This design comes from an exercise in tuning for small area, a short achievable clock period and few clock cycles on the open sky130 flow, not from production work.
RTL that was checked went through simulation tests only; none was proved equivalent to the original.
No functional check of the RTL was part of run 2.
Power and IR drop assume default switching activity.

==> flow/design.v <==
module cinepak_yuv_sum (
    input  wire [7:0]  y,
    input  wire [7:0]  u,       
    input  wire [7:0]  v,       
    input  wire [8:0]  nw,      
    output wire [9:0]  r_sum,
    output wire [9:0]  g_sum,
    output wire [9:0]  b_sum
);
    wire [9:0] ys = {2'b00, y};
    cinepak_add10 u_ar (.a(ys), .b({v[7], v, 1'b0}), .ci(1'b0), .s(r_sum));
    cinepak_add10 u_ab (.a(ys), .b({u[7], u, 1'b0}), .ci(1'b0), .s(b_sum));
    cinepak_add10 u_ag (.a(ys), .b({nw[8], nw}),     .ci(1'b1), .s(g_sum));
endmodule
module cinepak_yuv_pack (
    input  wire [9:0]  r_sum,
    input  wire [9:0]  g_sum,
    input  wire [9:0]  b_sum,
    input  wire [3:0]  f,
    output wire [23:0] pix
);
    wire [7:0] r = r_sum[9] ? 8'd0 : (r_sum[8] ? 8'd255 : r_sum[7:0]);
    wire [7:0] g = g_sum[9] ? 8'd0 : (g_sum[8] ? 8'd255 : g_sum[7:0]);
    wire [7:0] b = b_sum[9] ? 8'd0 : (b_sum[8] ? 8'd255 : b_sum[7:0]);
    assign pix = ({24{f[0]}} & {8'd0, r[7:3], g[7:2], b[7:3]})
               | ({24{f[1]}} & {10'd0, r[7:3], g[7:3], b[7:4]})
               | ({24{f[2]}} & {r, g, b})
               | ({24{f[3]}} & {16'd0, b});
endmodule
module cinepak_add10 (
    input  wire [9:0] a,
    input  wire [9:0] b,
    input  wire       ci,
    output wire [9:0] s
);
    wire [9:0] g = a & b;
    wire [9:0] p = a ^ b;
    wire [9:0] gl [0:4];
    wire [9:0] pl [0:4];
    assign gl[0] = {g[9:1], g[0] | (p[0] & ci)};
    assign pl[0] = p;
    genvar k, i;
    generate
        for (k = 0; k < 4; k = k + 1) begin : lvl
            for (i = 0; i < 10; i = i + 1) begin : bit_
                if ((i >> k) & 1) begin : merge
                    assign gl[k+1][i] = gl[k][i] | (pl[k][i] & gl[k][((i >> k) << k) - 1]);
                    assign pl[k+1][i] = pl[k][i] & pl[k][((i >> k) << k) - 1];
                end else begin : pass
                    assign gl[k+1][i] = gl[k][i];
                    assign pl[k+1][i] = pl[k][i];
                end
            end
        end
    endgenerate
    assign s = p ^ {gl[4][8:0], ci};
endmodule
module cinepak_cb_loader (
    input  wire        clk,
    input  wire        rst,
    input  wire        in_valid,
    output wire        in_ready,
    input  wire [7:0]  in_data,
    input  wire [1:0]  fmt,
    output reg         out_valid,
    input  wire        out_ready,
    output reg         out_v1,
    output reg  [7:0]  out_index,
    output reg  [95:0] out_pix
);
    localparam M_HDR  = 2'd0;    
    localparam M_CB   = 2'd1;    
    localparam M_SKIP = 2'd2;    
    reg  [1:0]  mode;
    reg  [1:0]  hcnt;             
    reg  [23:0] rem;              
    reg         cb_is;            
    reg         cb_sparse;
    reg         cb_v1;
    reg         cb_short;
    reg  [1:0]  cb_fmt;
    reg         fresh;            
    reg  [5:0]  fo;               
    reg         is_ent;           
    reg  [31:0] mask;             
    reg  [3:0]  grp;              
    reg  [7:0]  cur_idx;          
    reg         cur_v1;           
    reg  [7:0]  q0, q1, q2, q3;
    reg  [2:0]  qn;               
    reg  [7:0]  su, sv;
    reg  [8:0]  nw;               
    reg  [3:0]  conv_f;           
    reg  [2:0]  rdy;              
    reg  [1:0]  pc;               
    reg         s2v;              
    reg  [1:0]  s2pc;             
    reg  [9:0]  s2r, s2g, s2b;    
    reg         in_rdy;
    assign in_ready = in_rdy;
    wire take = in_valid && in_rdy;
    reg  last;                    
    reg  fits4;                   
    reg  fits6;                   
    wire fitsn = cb_short ? fits4 : fits6;
    wire rem_hi0 = (rem[23:8] == 16'd0);
    reg  [23:0] rem_dec;
    integer d;
    always @* begin
        for (d = 0; d < 24; d = d + 1)
            rem_dec[d] = rem[d] ^ ((rem & ((24'd1 << d) - 24'd1)) == 24'd0);
    end
    reg         mask_zero;
    wire        done      = mask_zero && grp[3];
    wire        need_flag = mask_zero && cb_sparse;
    reg  [4:0] lead;
    integer l;
    always @* begin
        lead = 5'd0;
        for (l = 0; l < 32; l = l + 1)
            if (mask[l]) lead = 31 - l;
    end
    wire [2:0] grp_m1   = grp[2:0] - 3'd1;
    wire [7:0] next_idx = {grp_m1, lead};
    reg  [31:0] clr;
    integer c;
    always @* begin
        for (c = 0; c < 32; c = c + 1)
            clr[c] = (cur_idx[4:0] == 31 - c);
    end
    wire in_cb    = (mode == M_CB);
    wire fs       = in_cb && fo[0];
    wire fs_ent   = fs && !done && !need_flag && fitsn;
    wire fs_flag  = fs && !done && need_flag && fits4;
    wire fs_skip  = fs && !fs_ent && !fs_flag;
    wire mid_ent  = in_cb && !fo[0] && is_ent;
    wire mid_flag = in_cb && !fo[0] && !is_ent;
    wire ent_end  = mid_ent && (cb_short ? fo[3] : fo[5]);
    wire y_byte   = fs_ent || (mid_ent && !fo[4] && !fo[5]);
    wire hdr_end  = take && (mode == M_HDR) && (hcnt == 2'd3);
    wire no_pay = rem_hi0 && (in_data <= 8'd4);
    wire out_free = !out_valid || out_ready;
    wire s2_move  = s2v && ((s2pc != 2'd0) || out_free);
    wire conv     = (rdy != 3'd0) && (!s2v || s2_move);
    wire y_in     = take && y_byte;
    wire y_rdy1   = take && cb_short && mid_ent && (fo[2] || fo[3]);
    wire y_rdy2   = take && cb_short && mid_ent && fo[1];
    wire ent_in   = take && !cb_short && ent_end;
    wire [2:0] rdy_up = rdy + 3'd1;
    wire [2:0] rdy_dn = rdy - 3'd1;
    wire [2:0] rdy_u2 = rdy + 3'd2;
    wire [2:0] qn_up  = qn + 3'd1;
    wire [2:0] qn_dn  = qn - 3'd1;
    wire [2:0] rdy_n = ent_in ? 3'd4 :
                       y_rdy2 ? (conv ? rdy_up : rdy_u2) :
                       y_rdy1 ? (conv ? rdy : rdy_up) :
                       (conv ? rdy_dn : rdy);
    wire [2:0] qn_n  = (y_in && !conv) ? qn_up :
                       (!y_in && conv) ? qn_dn : qn;
    wire [1:0] pc_n  = pc + {1'b0, conv};
    wire       s2v_n  = conv || (s2v && !s2_move);
    wire [1:0] s2pc_n = conv ? pc : s2pc;
    wire out_valid_n = (out_valid && !out_ready) || (s2_move && s2pc == 2'd3);
    wire [2:0] wp    = conv ? qn_dn : qn;
    wire fresh_n     = hdr_end ? (!no_pay && cb_is) : (take ? 1'b0 : fresh);
    wire sure_n   = !s2v_n || (s2pc_n != 2'd0) || !out_valid_n;
    wire rdy_nz_n = (rdy_n != 3'd0);
    always @(posedge clk) begin
        if (rst) begin
            mode   <= M_HDR;
            hcnt   <= 2'd0;
            fo     <= 6'd1;
            fresh  <= 1'b0;
            rdy    <= 3'd0;
            qn     <= 3'd0;
            pc     <= 2'd0;
            s2v    <= 1'b0;
            in_rdy <= 1'b1;
            out_valid <= 1'b0;
        end else begin
            rdy    <= rdy_n;
            qn     <= qn_n;
            pc     <= pc_n;
            s2v    <= s2v_n;
            fresh  <= fresh_n;
            out_valid <= out_valid_n;
            in_rdy <= !((qn_n == 3'd4) && rdy_nz_n && !sure_n) &&
                      !(fresh_n && (qn_n != 3'd0));
            if (take) begin
                case (mode)
                M_HDR: begin
                    hcnt <= hcnt + 2'd1;
                    if (hcnt == 2'd3) begin
                        fo   <= 6'd1;
                        if (no_pay)
                            mode <= M_HDR;
                        else if (cb_is)
                            mode <= M_CB;
                        else
                            mode <= M_SKIP;
                    end
                end
                default: begin
                    if (last) begin
                        mode <= M_HDR;
                        hcnt <= 2'd0;
                    end else if (fs_skip) begin
                        mode <= M_SKIP;
                    end
                    if (fs_flag || fs_ent)
                        fo   <= 6'd2;
                    if (mid_flag || mid_ent)
                        fo   <= ((mid_flag && fo[3]) || ent_end) ? 6'd1 : {fo[4:0], 1'b0};
                end
                endcase
            end
        end
    end
    always @(posedge clk) begin
        if (hdr_end)
            mask_zero <= 1'b1;
        else if (in_rdy && mid_flag && fo[3])
            mask_zero <= (mask[31:8] == 24'd0) && (in_data == 8'd0);
        else
            mask_zero <= (mask == 32'd0);
        if (hdr_end) begin
            grp  <= 4'd0;
            mask <= 32'd0;
        end
        if (take && mode != M_HDR) begin
            rem   <= rem_dec;
            last  <= (rem == 24'd6);
            fits4 <= !rem_hi0 || (rem[7:0] >= 8'd9);
            fits6 <= !rem_hi0 || (rem[7:0] >= 8'd11);
        end
        if (hdr_end) begin
            last  <= rem_hi0 && (in_data == 8'd5);
            fits4 <= !rem_hi0 || (in_data >= 8'd8);
            fits6 <= !rem_hi0 || (in_data >= 8'd10);
        end
        if (take && fs_flag) begin
            mask[31:24] <= in_data;
            grp    <= grp + 4'd1;
            is_ent <= 1'b0;
        end
        if (take && fs_ent) begin
            if (mask_zero) begin
                mask <= 32'hffffffff;
                grp  <= grp + 4'd1;
            end
            conv_f  <= 4'b0001 << cb_fmt;
            is_ent  <= 1'b1;
            if (cb_short || cb_fmt == 2'd3) begin
                su <= 8'd0;
                sv <= 8'd0;
                nw <= 9'h1ff;
            end
        end
        if (take && mid_ent && fo[1]) begin
            cur_idx <= next_idx;
            cur_v1  <= cb_v1;
        end
        if (in_rdy) begin
            if (mode == M_HDR) begin
                case (hcnt)
                    2'd0: begin
                        cb_is     <= (in_data[7:3] == 5'b00100);
                        cb_sparse <= in_data[0];
                        cb_v1     <= in_data[1];
                        cb_short  <= in_data[2];
                        cb_fmt    <= fmt;
                    end
                    2'd1: rem[23:16] <= in_data;
                    2'd2: rem[15:8]  <= in_data;
                    default: rem[7:0] <= in_data;
                endcase
            end
            if (mid_ent) begin
                if (fo[4] && cb_fmt != 2'd3) su <= in_data;
                if (fo[5] && cb_fmt != 2'd3) begin
                    sv <= in_data;
                    nw <= ~w_sum[8:0];
                end
                if (fo[2])
                    mask <= mask & ~clr;
            end
            if (mid_flag) begin
                if (fo[1]) mask[23:16] <= in_data;
                if (fo[2]) mask[15:8]  <= in_data;
                if (fo[3]) mask[7:0]   <= in_data;
            end
        end
    end
    wire wr = in_rdy && y_byte;
    wire [9:0] w_sum;
    cinepak_add10 u_aw (.a({{3{su[7]}}, su[7:1]}), .b({{2{in_data[7]}}, in_data}), .ci(1'b0), .s(w_sum));
    always @(posedge clk) begin
        if (conv) begin
            q0 <= q1;
            q1 <= q2;
            q2 <= q3;
        end
        if (wr) begin
            case (wp[1:0])
                2'd0: q0 <= in_data;
                2'd1: q1 <= in_data;
                2'd2: q2 <= in_data;
                default: q3 <= in_data;
            endcase
        end
    end
    wire [9:0] r_sum, g_sum, b_sum;
    cinepak_yuv_sum u_sum (.y(q0), .u(su), .v(sv), .nw(nw),
                           .r_sum(r_sum), .g_sum(g_sum), .b_sum(b_sum));
    always @(posedge clk) begin
        if (conv) begin
            s2pc <= pc;
            s2r  <= r_sum;
            s2g  <= g_sum;
            s2b  <= b_sum;
        end
    end
    wire [23:0] pix;
    cinepak_yuv_pack u_pack (.r_sum(s2r), .g_sum(s2g), .b_sum(s2b), .f(conv_f), .pix(pix));
    always @(posedge clk) begin
        if (s2_move) begin
            case (s2pc)
                2'd0: begin
                    out_pix[23:0] <= pix;
                    out_v1        <= cur_v1;
                    out_index     <= cur_idx;
                end
                2'd1: out_pix[47:24] <= pix;
                2'd2: out_pix[71:48] <= pix;
                default: out_pix[95:72] <= pix;
            endcase
        end
    end
endmodule
==> flow/flow/run.sh <==
#!/bin/bash
# Standard ORFS layout, with small port buffers instead of delay cells and
# free cell sizing during timing repair.
bash standard.sh BUFFER_PORTS_ARGS="-buffer_cell sky130_fd_sc_hd__buf_1" MATCH_CELL_FOOTPRINT=0 finish > standard.log 2>&1
==> flow/standard.sh <==
#!/bin/bash
# synth_recipe.tcl (not shown) runs the flow's synth.tcl, then flattens the netlist and writes it again
# the make line also repeats each setting of config.mk as NAME=value (left out here)
make -C /OpenROAD-flow-scripts/flow DESIGN_CONFIG=/design/flow/config.mk WORK_HOME=/design/flow/orfs CLKGATE_MAP_FILE= SYNTH_SCRIPT=/design/flow/synth_recipe.tcl "${@:-finish}"
==> flow/config.mk <==
export PLATFORM = sky130hd
export DESIGN_NAME = cinepak_cb_loader
export DESIGN_NICKNAME = cinepak_cb_loader
export VERILOG_FILES = /design/flow/design.v
export SDC_FILE = /design/flow/constraint.sdc
export NUM_CORES = 4
export LEC_CHECK = 0
export CAP_MARGIN = 20
export CORE_MARGIN = 2
export CORE_UTILIZATION = 40
export CTS_CLUSTER_DIAMETER = 75
export CTS_CLUSTER_SIZE = 36
export PLACE_DENSITY = 0.6
export SETUP_SLACK_MARGIN = 3
export SLEW_MARGIN = 20
export TNS_END_PERCENT = 0
==> flow/constraint.sdc <==
create_clock -name core_clock -period 5.0 [get_ports {clk}]
set_input_delay 1.0000 -clock core_clock [delete_from_list [all_inputs] [get_ports {clk}]]
set_output_delay 1.0000 -clock core_clock [all_outputs]
set_load 0.01 [all_outputs]
==> flow_metrics.py, run 1 <==
metrics = {
    "cts": {
        "clk_pin_slew_ps": 110,
        "clock_path_buffers": 3,
        "htree_levels": 1,
        "cts_tree": "done",
        "cts_root_buffer": "clkbuf_16",
        "ctsHoldBuffers": 0,
        "clock_sinks": 299,
        "cts_buffers": 18,
        "clk_latency_ps": 540,
    },
    "yosys": {
        "ys_warn_count": 2,
        "yosysSeqAreaShare_pct": 56.9,
        "synthArstFlopShare_pct": 0,
        "ys_types": 78,
        "synth_edf_count": 164,
        "syn_area_um2": 13400,
        "synth-main-ff-cell": "edfxtp_1",
        "synth_cells": 1236,
        "ys_seq_elements": 299,
        "synth_top_area_cell": "edfxtp_1",
        "yosysTopAreaCellShare_pct": 36.7,
        "synth.avg_cell_area_um2": 10.8,
        "synth_nets": 1312,
        "synthTopCellsByArea": "edfxtp_1 (37%), dfxtp_1 (20%), ha_1 (4.9%)",
    },
    "sta": {
        "max_freq_ghz": 0.432,
        "fin_setup_tns_ps": 0,
        "setup_viol": 0,
        "max_slew_margin_pct": 40.5,
        "post-route-period-util_pct": 46.3,
        "hold_violations": 0,
        "fin_crit_ps": 2310,
        "tightestPinTransition_ps": 886,
        "drv_slew": 0,
        "skew_ps": 29.4,
        "setup_slack_ps": 2690,
        "grt_setup_unrepaired": "true",
    },
    "status": {
        "status": "complete, no violations",
    },
    "floorplan": {
        "io_pins": 121,
        "initial_core_util_pct": 40.3,
        "design.die.area_um2": 35000,
        "core_area_um2": 33300,
        "row_count": 67,
        "die_x_um": 187,
        "die_h_um": 187,
    },
    "drt": {
        "wl_um": 31000,
        "drt_first_pass_iters": 6,
        "ant_nets": 0,
        "remaining_drc_errors": 0,
        "drt_iter0_drc": 684,
        "detail_route.wl_per_cell_um": 17.0,
        "vias": 9654,
        "viasPerCell": 5.29,
    },
    "finish": {
        "finalCoreUtilization_pct": 46.6,
        "nets": 1442,
        "multi_input_comb_area_um2": 5550,
        "stdcell_count": 1826,
        "n_antenna_cell": 0,
        "final_cell_mix": "edfxtp_1 (164), dfxtp_1 (124), nor2_1 (120), buf_1 (118), nand2_1 (115)",
        "layout_commonest_cell": "edfxtp_1",
        "fillers": 3124,
        "area_delta_synth_final_pct": 15.6,
        "drive_gt1_share_pct": 11.8,
        "regArea_um2": 7640,
    },
    "power": {
        "ir_worst_vdd_mv": 0.260,
        "leakage_uw": 0.00567,
        "finalPower_uw": 7710,
        "power_density_nw_per_um2": 497,
    },
    "worst_setup_path": {
        "path_class": "input port to flip-flop",
        "cp.arrival_ps": 2740,
        "critPathCaptureType": "flip-flop",
        "startpoint_type": "input port",
        "worst-path-max-fanout": 15,
        "critPathRequiredTime_ps": 5420,
    },
    "place": {
        "pre_cts_ws_ps": 1500,
        "io_buffers": 120,
        "dp.cells": 1758,
        "place.detailed.hpwl_um": 21500,
        "gp_congestion": 0.903,
    },
    "global_routing": {
        "grt_max_degree": 38,
        "track_usage_pct": 17.2,
        "antenna_found_initial": 1,
        "first_global_vias": 9043,
        "overflow": 0,
        "grt_pass1_wl_um": 48800,
    },
    "flow_run": {
        "cap_violations": 0,
    },
    "min_path": {
        "hold_class": "flip-flop to flip-flop",
    },
}
## metrics by stage
| stage | hold slack (ps) | area (um2) |
|---|---|---|
| 2_1_floorplan | 400 | 13400 |
| 3_3_place_gp | 401 | 14300 |
| 3_5_place_dp | 406 | 14300 |
| 4_1_cts | 429 | 15300 |
| 5_1_grt | 447 | 15500 |
| 6_report | 427 | 15500 |
## where the power goes
group	switching [uW]	total (uW)	internal (uW)
Combinational	1270	2210	943
Sequential	403	3760	3360
Clock	951	1730	783
## critical path, cell delays in order
cell,delay (ps)
buf_1,70
buf_4,220
or3_4,410
or3_1,380
nor4_4,250
mux2i_1,120
o41ai_2,270
## cells by family (layout without fill, tap and decap cells)
| logic type | after synthesis | count (layout) | synth area share [%] |
|---|---|---|---|
| buffers and inverters | 117 | 258 | 3.51 |
| XOR/XNOR | 40 | 40 | 2.67 |
| adder cells (fa/ha/maj) | 62 | 62 | 6.35 |
| flip-flops | 299 | 299 | 56.9 |
| AO/OA/AOI/OAI | 300 | 300 | 14.4 |
| AND/OR/NAND/NOR | 390 | 391 | 14.0 |
| multiplexers | 28 | 28 | 2.11 |
## timing repair
action	4_1_cts	5_1_grt
setup endpoints to repair	313	251
gates cloned	0	1
endpoints found under the hold margin	0	0
setup buffers	27	7
gates resized for setup	47	22
pin swaps	18	11
## layer usage
| metal | part of all wire, % | vias up | track usage [%] |
|---|---|---|---|
| li1 | - | 4741 | - |
| met1 | 44 | 4563 | 22.3 |
| met2 | 48 | 297 | 30.0 |
| met3 | 5.4 | 51 | 2.36 |
| met4 | 2.5 | 2 | 5.31 |
| met5 | 0.026 | - | 0 |
## registers in the layout, summed over array words and instances, names as in the netlist, 9 cells and up
name / cells
s2g: 10
out_pix: 96
s2r: 10
s2b: 9
nw: 9
rem: 24
mask: 32
## cells in the mapped netlist (12+ instances only)
library cell / instances
buf_2: 16
clkbuf_1: 39
ha_1: 52
nor2_1: 125
dfxtp_1: 135
nand3_1: 14
nand4_1: 12
o21ai_0: 52
xnor2_1: 18
a22o_1: 15
a21oi_1: 70
nand2_1: 118
o21ai_1: 46
inv_1: 53
nand2b_1: 13
a21o_1: 12
xor2_1: 21
nor3_1: 26
mux2i_1: 26
edfxtp_1: 164
nor2b_1: 12
## final timing paths
path | from | slack, ps | cells after the start | end
worst max-delay path | in_data[7] | 2690 | 7 | mask_zero$_SDFF_PP1_
worst max register to register | nw[0]$_DFF_P_ | 2690 | 13 | s2g[7]$_DFFE_PP_
worst min-delay path | cur_idx[7]$_DFFE_PP_ | 430 | 0 | out_index[7]$_DFFE_PP_
worst min register to register | cur_idx[7]$_DFFE_PP_ | 430 | 0 | out_index[7]$_DFFE_PP_
## cell type report
| type | instances | share of cell area (%) |
|---|---|---|
| sequential | 299 | 49.3 |
| multi-input combinational | 821 | 35.8 |
| inverter | 54 | 1.32 |
| tap | 448 | 3.62 |
| timing repair buffer | 172 | 5.67 |
| clock buffer | 20 | 3.09 |
| clock inverter | 12 | 1.23 |
Testbench counts, summed over its fixed seeds: cycles 73,512.
==> run 2: changes to the inputs <==
--- a/flow/design.v
+++ b/flow/design.v
@@ -68,11 +68,10 @@
     output reg  [7:0]  out_index,
     output reg  [95:0] out_pix
 );
-    localparam M_HDR  = 2'd0;    
-    localparam M_CB   = 2'd1;    
-    localparam M_SKIP = 2'd2;    
-    reg  [1:0]  mode;
-    reg  [1:0]  hcnt;             
+    reg         m_hdr;            
+    reg         m_cb;             
+    reg         m_skip;           
+    reg  [3:0]  hh;               
     reg  [23:0] rem;              
     reg         cb_is;            
     reg         cb_sparse;
@@ -85,7 +84,9 @@
     reg  [31:0] mask;             
     reg  [3:0]  grp;              
     reg  [7:0]  cur_idx;          
-    reg         cur_v1;           
+    reg         cur_v1;
+    reg  [7:0]  s2idx;            
+    reg         s2v1;             
     reg  [7:0]  q0, q1, q2, q3;
     reg  [2:0]  qn;               
     reg  [7:0]  su, sv;
@@ -121,14 +122,14 @@
             if (mask[l]) lead = 31 - l;
     end
     wire [2:0] grp_m1   = grp[2:0] - 3'd1;
-    wire [7:0] next_idx = {grp_m1, lead};
+    wire [7:0] next_idx = mask_zero ? {grp[2:0], 5'd0} : {grp_m1, lead};
     reg  [31:0] clr;
     integer c;
     always @* begin
         for (c = 0; c < 32; c = c + 1)
             clr[c] = (cur_idx[4:0] == 31 - c);
     end
-    wire in_cb    = (mode == M_CB);
+    wire in_cb    = m_cb;
     wire fs       = in_cb && fo[0];
     wire fs_ent   = fs && !done && !need_flag && fitsn;
     wire fs_flag  = fs && !done && need_flag && fits4;
@@ -137,24 +138,21 @@
     wire mid_flag = in_cb && !fo[0] && !is_ent;
     wire ent_end  = mid_ent && (cb_short ? fo[3] : fo[5]);
     wire y_byte   = fs_ent || (mid_ent && !fo[4] && !fo[5]);
-    wire hdr_end  = take && (mode == M_HDR) && (hcnt == 2'd3);
+    wire hdr_end  = take && m_hdr && hh[3];
     wire no_pay = rem_hi0 && (in_data <= 8'd4);
     wire out_free = !out_valid || out_ready;
     wire s2_move  = s2v && ((s2pc != 2'd0) || out_free);
     wire conv     = (rdy != 3'd0) && (!s2v || s2_move);
     wire y_in     = take && y_byte;
-    wire y_rdy1   = take && cb_short && mid_ent && (fo[2] || fo[3]);
-    wire y_rdy2   = take && cb_short && mid_ent && fo[1];
+    wire y_rdy    = y_in && cb_short;
     wire ent_in   = take && !cb_short && ent_end;
     wire [2:0] rdy_up = rdy + 3'd1;
     wire [2:0] rdy_dn = rdy - 3'd1;
-    wire [2:0] rdy_u2 = rdy + 3'd2;
     wire [2:0] qn_up  = qn + 3'd1;
     wire [2:0] qn_dn  = qn - 3'd1;
     wire [2:0] rdy_n = ent_in ? 3'd4 :
-                       y_rdy2 ? (conv ? rdy_up : rdy_u2) :
-                       y_rdy1 ? (conv ? rdy : rdy_up) :
-                       (conv ? rdy_dn : rdy);
+                       (y_rdy && !conv) ? rdy_up :
+                       (!y_rdy && conv) ? rdy_dn : rdy;
     wire [2:0] qn_n  = (y_in && !conv) ? qn_up :
                        (!y_in && conv) ? qn_dn : qn;
     wire [1:0] pc_n  = pc + {1'b0, conv};
@@ -167,8 +165,10 @@
     wire rdy_nz_n = (rdy_n != 3'd0);
     always @(posedge clk) begin
         if (rst) begin
-            mode   <= M_HDR;
-            hcnt   <= 2'd0;
+            m_hdr  <= 1'b1;
+            m_cb   <= 1'b0;
+            m_skip <= 1'b0;
+            hh     <= 4'b0001;
             fo     <= 6'd1;
             fresh  <= 1'b0;
             rdy    <= 3'd0;
@@ -187,32 +187,29 @@
             in_rdy <= !((qn_n == 3'd4) && rdy_nz_n && !sure_n) &&
                       !(fresh_n && (qn_n != 3'd0));
             if (take) begin
-                case (mode)
-                M_HDR: begin
-                    hcnt <= hcnt + 2'd1;
-                    if (hcnt == 2'd3) begin
-                        fo   <= 6'd1;
-                        if (no_pay)
-                            mode <= M_HDR;
-                        else if (cb_is)
-                            mode <= M_CB;
-                        else
-                            mode <= M_SKIP;
+                if (m_hdr) begin
+                    hh <= {hh[2:0], hh[3]};
+                    if (hh[3]) begin
+                        fo     <= 6'd1;
+                        m_hdr  <= no_pay;
+                        m_cb   <= !no_pay && cb_is;
+                        m_skip <= !no_pay && !cb_is;
                     end
-                end
-                default: begin
+                end else begin
                     if (last) begin
-                        mode <= M_HDR;
-                        hcnt <= 2'd0;
+                        m_hdr  <= 1'b1;
+                        m_cb   <= 1'b0;
+                        m_skip <= 1'b0;
+                        hh     <= 4'b0001;
                     end else if (fs_skip) begin
-                        mode <= M_SKIP;
+                        m_cb   <= 1'b0;
+                        m_skip <= 1'b1;
                     end
                     if (fs_flag || fs_ent)
                         fo   <= 6'd2;
                     if (mid_flag || mid_ent)
                         fo   <= ((mid_flag && fo[3]) || ent_end) ? 6'd1 : {fo[4:0], 1'b0};
                 end
-                endcase
             end
         end
     end
@@ -227,7 +224,7 @@
             grp  <= 4'd0;
             mask <= 32'd0;
         end
-        if (take && mode != M_HDR) begin
+        if (take && !m_hdr) begin
             rem   <= rem_dec;
             last  <= (rem == 24'd6);
             fits4 <= !rem_hi0 || (rem[7:0] >= 8'd9);
@@ -249,6 +246,8 @@
                 grp  <= grp + 4'd1;
             end
             conv_f  <= 4'b0001 << cb_fmt;
+            cur_idx <= next_idx;
+            cur_v1  <= cb_v1;
             is_ent  <= 1'b1;
             if (cb_short || cb_fmt == 2'd3) begin
                 su <= 8'd0;
@@ -256,24 +255,18 @@
                 nw <= 9'h1ff;
             end
         end
-        if (take && mid_ent && fo[1]) begin
-            cur_idx <= next_idx;
-            cur_v1  <= cb_v1;
-        end
         if (in_rdy) begin
-            if (mode == M_HDR) begin
-                case (hcnt)
-                    2'd0: begin
-                        cb_is     <= (in_data[7:3] == 5'b00100);
-                        cb_sparse <= in_data[0];
-                        cb_v1     <= in_data[1];
-                        cb_short  <= in_data[2];
-                        cb_fmt    <= fmt;
-                    end
-                    2'd1: rem[23:16] <= in_data;
-                    2'd2: rem[15:8]  <= in_data;
-                    default: rem[7:0] <= in_data;
-                endcase
+            if (m_hdr) begin
+                if (hh[0]) begin
+                    cb_is     <= (in_data[7:3] == 5'b00100);
+                    cb_sparse <= in_data[0];
+                    cb_v1     <= in_data[1];
+                    cb_short  <= in_data[2];
+                    cb_fmt    <= fmt;
+                end
+                if (hh[1]) rem[23:16] <= in_data;
+                if (hh[2]) rem[15:8]  <= in_data;
+                if (hh[3]) rem[7:0]   <= in_data;
             end
             if (mid_ent) begin
                 if (fo[4] && cb_fmt != 2'd3) su <= in_data;
@@ -281,7 +274,7 @@
                     sv <= in_data;
                     nw <= ~w_sum[8:0];
                 end
-                if (fo[2])
+                if (fo[1])
                     mask <= mask & ~clr;
             end
             if (mid_flag) begin
@@ -315,6 +308,10 @@
     always @(posedge clk) begin
         if (conv) begin
             s2pc <= pc;
+            if (pc == 2'd0) begin
+                s2idx <= cur_idx;
+                s2v1  <= cur_v1;
+            end
             s2r  <= r_sum;
             s2g  <= g_sum;
             s2b  <= b_sum;
@@ -327,8 +324,8 @@
             case (s2pc)
                 2'd0: begin
                     out_pix[23:0] <= pix;
-                    out_v1        <= cur_v1;
-                    out_index     <= cur_idx;
+                    out_v1        <= s2v1;
+                    out_index     <= s2idx;
                 end
                 2'd1: out_pix[47:24] <= pix;
                 2'd2: out_pix[71:48] <= pix;
==> flow_metrics.py, run 2 <==
metrics = {
    "worst_setup_path": {
        "rrSetupSlack_ps": 2680,
        "crit_top_cell": "or3_1",
        "r2r-start": "q0[0]$_DFF_P_",
        "max_stage_delay_ps": 450,
        "r2r-end": "s2g[8]$_DFFE_PP_",
        "path_class": "input port to flip-flop",
        "cp.arrival_ps": 2820,
        "path_buf_inv": 2,
        "startpoint_type": "input port",
        "worst-path-max-fanout": 15,
        "critPathRequiredTime_ps": 5470,
        "critPathCaptureType": "flip-flop",
        "cp.depth": 7,
        "cp_top_family": "simple AND/OR/NAND/NOR gates",
        "cpMaxStageDelayCell": "or3_1",
        "crit_chain": "buf_1, buf_4, or3_1, or3_1, o311ai_4, a21oi_1, o21ai_1",
        "rr_worst_depth": 13,
    },
    "cts": {
        "htree_levels": 1,
        "clock_sinks": 310,
        "cts_buffers": 17,
        "cts_root_buffer": "clkbuf_16",
        "clock_path_buffers": 3,
        "cts_tree": "done",
        "clk_pin_slew_ps": 120,
        "clk_latency_ps": 540,
    },
    "flow_run": {
        "cap_violations": 0,
    },
    "yosys": {
        "syn_area_um2": 13700,
        "synth_top_area_cell": "edfxtp_1",
        "ys_seq_elements": 310,
        "ys_types": 77,
        "synth_edf_count": 173,
        "synth-main-ff-cell": "edfxtp_1",
        "synthTopCellsByArea": "edfxtp_1 (38%), dfxtp_1 (20%), ha_1 (4.3%)",
        "synth_cells": 1255,
        "ys_warn_count": 2,
        "synthArstFlopShare_pct": 0,
        "yosysMostFrequentCell": "edfxtp_1",
        "yosysSeqAreaShare_pct": 57.8,
        "synth_nets": 1326,
        "yosysTopAreaCellShare_pct": 37.9,
        "synth_common_cells": "edfxtp_1 (173), nand2_1 (140), dfxtp_1 (137)",
        "synth.avg_cell_area_um2": 10.9,
    },
    "floorplan": {
        "core_area_um2": 33600,
        "initial_core_util_pct": 40.8,
        "die_h_um": 189,
        "design.die.area_um2": 35800,
        "die_x_um": 189,
        "row_count": 67,
        "io_pins": 121,
    },
    "place": {
        "dpl_cell_area_um2": 14700,
        "gp_congestion": 0.873,
        "place.detailed.hpwl_um": 22000,
        "io_buffers": 120,
    },
    "power": {
        "combPwrFrac_pct": 26.8,
        "finalPower_uw": 7560,
        "power_density_nw_per_um2": 485,
        "switching_power_uw": 2500,
        "p_seq_share_pct": 51.3,
        "intPower_uw": 5070,
        "leakage_uw": 0.00575,
        "ir_worst_vdd_mv": 0.197,
        "p_sw_share_pct": 33.0,
        "p_clk_share_pct": 21.9,
    },
    "sta": {
        "skew_ps": 51.3,
        "hold_violations": 0,
        "max_slew_margin_pct": 30.2,
        "grt_setup_unrepaired": "true",
        "drv_slew": 0,
        "post-route-period-util_pct": 47.1,
        "fin_setup_tns_ps": 0,
        "hold_slack_ps": 430,
        "fin_crit_ps": 2350,
        "setup_viol": 0,
        "tightestPinTransition_ps": 1040,
        "max_freq_ghz": 0.425,
    },
    "finish": {
        "n_antenna_cell": 0,
        "drive_gt1_share_pct": 8.76,
        "nets": 1442,
        "top_register": "out_pix",
        "design_area_um2": 15600,
        "fillers": 3126,
        "final_cell_mix": "edfxtp_1 (173), nand2_1 (139), dfxtp_1 (132), nor2_1 (118), buf_1 (117)",
        "largest_reg_flops": 96,
        "area_delta_synth_final_pct": 13.6,
        "largestRegisters": "out_pix x96, mask x32, rem x24",
        "layout_commonest_cell": "edfxtp_1",
    },
    "drt": {
        "viasPerCell": 5.31,
        "wl_met3_um": 1970,
        "drt_first_pass_iters": 5,
        "ant_nets": 0,
        "drt_iter0_drc": 712,
        "wl_met1_um": 14700,
        "wl_met2_um": 14000,
        "detail_route.wl_per_cell_um": 17.1,
        "vias": 9714,
        "wl_um": 31300,
        "remaining_drc_errors": 0,
        "top_layer": "met4",
    },
    "global_routing": {
        "track_usage_pct": 17.1,
        "grt_max_degree": 39,
        "antenna_found_initial": 0,
        "first_global_vias": 8843,
        "overflow": 0,
        "grt_pass1_wl_um": 49200,
    },
    "min_path": {
        "hold_class": "flip-flop to flip-flop",
        "whs_endpoint": "out_index[2]$_DFFE_PP_",
        "hold_start": "s2idx[2]$_DFFE_PP_",
        "min_path_cells": 0,
    },
    "status": {
        "status": "complete, no violations",
    },
}
## run 2: cell count changes in the layout (fill, tap and decap cells not counted), sizes merged, moves of 11 or more
cell / previous run / this run
a21o: 12 / 23
a32o: 0 / 17
buf: 170 / 151
mux2: 2 / 13
nand2: 119 / 140
o21ai: 103 / 87
## run 2: power by group through the flow
| stage | sequential, uW | combinational (uW) | clock, uW |
|---|---|---|---|
| finish | 3880 | 2020 | 1660 |
| global route | 3960 | 2290 | 1790 |
| global placement | 3920 | 1870 | 0 |
| CTS | 3880 | 2020 | 1700 |
| detailed placement | 3930 | 1900 | 0 |
| floorplan | 3850 | 1390 | 0 |
## run 2: per-stage QoR
step | cells | util [%] | setup WS (ps)
CTS | 1830 | 46.3 | 2670
detailed placement | 1787 | 43.8 | 1630
floorplan | 1255 | - | 2360
finish | 1830 | 46.4 | 2650
global route | 1830 | 46.4 | 2520
global placement | 1787 | 43.8 | 1740
## run 2: per-layer routing
layer | GRT usage [%] | vias to the layer above
met5 | 0 | -
met4 | 4.17 | 0
met1 | 24.8 | 4569
met2 | 27.3 | 328
li1 | - | 4772
met3 | 2.15 | 45
## run 2: worst max path at each step
stage / startpoint / to / slack, ps
after global placement: in_valid / nw[7]$_DFF_P_ / 1740
after global routing: nw[0]$_DFF_P_ / s2g[8]$_DFFE_PP_ / 2520
final: in_data[6] / in_rdy$_SDFF_PP1_ / 2650
after detailed placement: in_valid / nw[5]$_DFF_P_ / 1630
after CTS: q0[0]$_DFF_P_ / s2g[8]$_DFFE_PP_ / 2670
after floorplan: in_data[0] / nw[7]$_DFF_P_ / 2360
## run 2: cells by family after synthesis
logic type	count (synthesis)	synth area share (%)
and+or+nand+nor	411	14.2
DFF	310	57.8
AOI/OAI and AO/OA	302	14.3
buffers and inverters	103	2.89
adders and majority gates	59	5.89
muxes	36	2.74
xor gates and xnor gates	34	2.17
## run 2: final cells by class
class | instances | area [um2] | area share (%)
tap | 448 | 561 | 3.60
clock buffer | 20 | 447 | 2.86
sequential | 310 | 7940 | 51.0
inverter | 47 | 184 | 1.18
timing repair buffer | 153 | 748 | 4.80
multi-input combinational | 842 | 5550 | 35.6
clock inverter | 10 | 160 | 1.03
## run 2: timing repair
item	CTS	global route
setup endpoints to repair	338	318
buffers inserted	13	0
hold endpoints to repair	0	0
pin swaps	15	4
hold buffers	0	0
resized for setup	42	7

## re-timing with driven ports
In the flow no input, the clock included, has a driving cell. The finished layouts below were timed again as built, in two steps. Step 1 sets driving cells, clkbuf_16 on the clock port and buf_2 on the other inputs (assumed; they add their load-dependent delay and slew). Step 2 adds t to the input delays and takes it off the output delays; t is the mean of the earliest and latest rising clock arrival at the registers after step 1. Input paths then give back, and output paths get back, about the clock's delay inside the block. Three values: no drivers, after step 1, after step 2; two values: the first two.
| run | t, ns | setup WS [ns] | worst data-port slew with drivers (ns) | cell pins on the clock port's net |
|---|---|---|---|---|
| run 1 | 0.574 | 2.685 / 2.693 / 2.130 | 0.11 | 1 |
| run 2 | 0.556 | 2.647 / 2.650 / 2.093 | 0.08 | 1 |
After both steps setup and hold are still met in every run listed. The setup slack of run 1, which loses most, moves by +0.008 ns with the drivers and by -0.555 ns with both steps.
